From an optimization exercise on the open Yosys and OpenROAD flow, aimed at a short achievable clock period and few clock cycles; shortcuts taken in it are not production practice.
In this exercise RTL edits were held to simulation tests only and were not proved equivalent to the original.
Power and IR drop assume default switching activity.

==> inputs of run a <==
// a362m
module a362m (
    input  wire        clk,
    input  wire        rst_n,
    input  wire        cmd_valid,
    input  wire [39:0] cmd_word,
    output reg         cmd_ready,
    output reg         done_valid,
    output reg  [2:0]  done_status,
    output reg  [15:0] rd,
    output reg  [15:0] fx,
    output reg  [15:0] fy,
    output reg  [15:0] fz,
    output reg  [15:0] ft,
    output reg  [63:0] burst_buf,
    output reg  [3:0]  bufn,
    output reg  [7:0]  want,
    output reg  [7:0]  echo,
    output reg  [2:0]  status,
    output reg  [3:0]  err,
    output reg         busy,
    output reg         cs_open,
    output reg         tx_valid,
    output reg  [7:0]  tx_byte,
    input  wire        rx_valid,
    input  wire [7:0]  rx_byte,
    input  wire        bus_fail
);
    localparam [4:0] OP_RD1    = 5'h01, OP_WR1   = 5'h02, OP_RD2    = 5'h03,
                     OP_WR2    = 5'h04, OP_RDB   = 5'h05, OP_DEC    = 5'h08,
                     OP_RDS8   = 5'h09, OP_RDS12 = 5'h0A, OP_RDXYZT = 5'h0B,
                     OP_WRC    = 5'h10, OP_SETB  = 5'h11, OP_SETF   = 5'h12,
                     OP_RDF    = 5'h13, OP_MEASON= 5'h14, OP_SRESET = 5'h15,
                     OP_CFGACT = 5'h18, OP_CFGINACT = 5'h19;
    localparam [2:0] ST_OK = 3'd0, ST_TF = 3'd1, ST_VM = 3'd2, ST_IF = 3'd3,
                     ST_IC = 3'd4;
  ...
clock: 7.0 ns
lec_check: 0
cap_margin: 20
core_margin: 2
core_utilization: 40
place_density: 0.6
setup_slack_margin: 4.5
slew_margin: 20
synth_hierarchical: 1
standard.sh (not shown) runs the stock make flow with config.mk's settings and CLKGATE_MAP_FILE= SYNTH_SCRIPT=/design/flow/synth_recipe.tcl, a recipe that flattens the netlist after the stock synthesis.
==> flow/flow/run.sh <==
#!/bin/bash
# Own flow: the standard layout (standard synthesis unchanged), with the
# port buffers made from plain buffers (buf_4) instead of the delay cells
# buffer_ports picks by default, and cell resizing not held to footprints.
set -euo pipefail
bash standard.sh \
  "BUFFER_PORTS_ARGS=-buffer_cell sky130_fd_sc_hd__buf_4" \
  MATCH_CELL_FOOTPRINT=0 \
  finish > flow_make.log 2>&1
==> run b: changes against run a <==
--- a/flow/design.v
+++ b/flow/design.v
@@ -217,12 +217,16 @@
     wire fail   = frm && bus_fail;                     
     wire fin_ok = ans && endc;                         
     wire lgo    = first && ((o_setf && zs_q && fit_q) || (o_rdf && zr_q && run_q));
     wire zdone  = first && !frm && !lgo;               
     wire done_evt = fin_ok || fail || zdone;
     wire eq     = (rx_byte == w_q);
+    wire st_vm  = fin_ok && vfy && !eq;
+    wire st_if  = zdone && lg && !dec_q;
+    wire st_upd = fail || fin_ok || zdone;             
+    wire [2:0] st_new = {zdone && !lg, st_vm || st_if, fail || st_if};
     assign hold_cs = bsy && (gap || lgo || (frm && !bus_fail && !(rx_valid && last)));
     wire lg = lg_q[0] || lg_q[1];
     wire busy_next, bsy_next;
     a362m_bsy u_bo (.rst_n(rst_n), .acc(acc), .bsy(bsy), .done(done_evt), .y(busy_next));
     a362m_bsy u_bi (.rst_n(rst_n), .acc(acc), .bsy(bsy), .done(done_evt), .y(bsy_next));
     integer i;
@@ -322,39 +326,15 @@
             if (!bsy)
                 tx_byte <= {7'b0000101, c_rdfirst};
             else if (gap)
                 tx_byte <= {7'b0000101, !d_wr};
             else if (ans && !last)
                 tx_byte <= nxt;
-            if (fail) begin
-                done_status <= ST_TF;
-                status      <= ST_TF;
-                err[0]      <= 1'b1;
-            end else if (fin_ok) begin
-                if (vfy && !eq) begin
-                    done_status <= ST_VM;
-                    status      <= ST_VM;
-                    err[1]      <= 1'b1;
-                end else begin
-                    done_status <= ST_OK;
-                    status      <= ST_OK;
-                end
-            end else if (zdone) begin
-                if (!lg) begin
-                    done_status <= ST_IC;
-                    status      <= ST_IC;
-                    err[3]      <= 1'b1;
-                end else if (!dec_q) begin
-                    done_status <= ST_IF;
-                    status      <= ST_IF;
-                    err[2]      <= 1'b1;
-                end else begin
-                    done_status <= ST_OK;
-                    status      <= ST_OK;
-                end
-            end
+            status      <= st_new | (status & {3{!st_upd}});
+            done_status <= st_new | (done_status & {3{!st_upd}});
+            err         <= err | {zdone && !lg, st_if, st_vm, fail};
             if (zdone && lg && dec_q)
                 rd <= decode(cw[7:0], cw[15:8], cw[34]);
             else if (ans && e_rd)
                 rd <= rd_new;
             if (ans && e_xyzt) begin
                 fx <= decode(rxbuf[7:0],   rxbuf[15:8],  s_bit);
--- a/flow/config.mk
+++ b/flow/config.mk
@@ -6,9 +6,9 @@
 export NUM_CORES = 4
 export LEC_CHECK = 0
 export CAP_MARGIN = 20
 export CORE_MARGIN = 2
 export CORE_UTILIZATION = 40
 export PLACE_DENSITY = 0.6
-export SETUP_SLACK_MARGIN = 4.5
+export SETUP_SLACK_MARGIN = 4.7
 export SLEW_MARGIN = 20
 export SYNTH_HIERARCHICAL = 1
==> comparison table <==
| metric | run a | run b |
|---|---|---|
| Outcome | complete, no violations | complete, no violations |
| Count of TritonRoute iterations in the first routing pass | 5 | 8 |
| Sum of routed wire length over all layers | 64.9 mm | 67.7 mm |
| Simple-Gate Fraction of Synth Area | 25.3% | 25.4% |
| Routed vias | 16.5k | 16.9k |
| GRT Total Usage | 25.1% | 25.2% |
| Final Cycle Share | 35.5% | 35.3% |
| Ratio of cells with drive above 1 in the final layout | 26.5% | 39.0% |
| Effective utilization at floorplan | 40.6% | 40.5% |
| Fraction of met1 tracks used by global routing | 35.8% | 32.1% |
| Placed wire-length estimate | 42.1 mm | 41.7 mm |
| Main power group | the clock network | registers |
| Worst reg2reg path depth | 8 | 7 |
| Multi-input combinational area share | 41.7% | 40.0% |
| Total power after layout | 5.28 mW | 5.24 mW |
| Via density | 5.85 | 5.82 |
| Count of distinct cell types in the synthesized netlist | 89 | 90 |
| Slew Limit Headroom | 34.8% | 21.9% |
| Least setup slack across all paths after layout | 4.51 ns | 4.53 ns |
| Total of fill cells in the finished design | 4470 | 4129 |
| Clock Power Share | 46.7% | 44.9% |
| RePlAce Congestion | 0.919 | 0.928 |
Testbench counts of run a, summed over its fixed seeds: cycles 102,253.
Testbench counts of run b, summed over its fixed seeds: cycles 102,253.

-- static timing again, ports no longer ideal --
Ports are ideal in the flow. The routed layouts listed here were re-timed in OpenROAD.
Step 1 assumes that a clkbuf_16 drives the clock port and a buf_2 every other input.
Step 2 times the ports against the registers' clock, not the clock port: input delays grow and output delays shrink by t, the midpoint of the rising clock arrivals with the driver on.
Slacks: ideal ports / drivers / drivers and shift; pairs: ideal ports / drivers.
run	t, ns	setup slack, ns	pins driven straight from the clock port
run a	0.615	4.512 / 4.458 / 3.962	1
run b	0.625	4.529 / 4.473 / 4.026	1
After both steps setup and hold are still met in every run listed. For run a, which loses most, drivers alone change the setup slack by -0.054 ns; drivers and shift together by -0.550 ns.
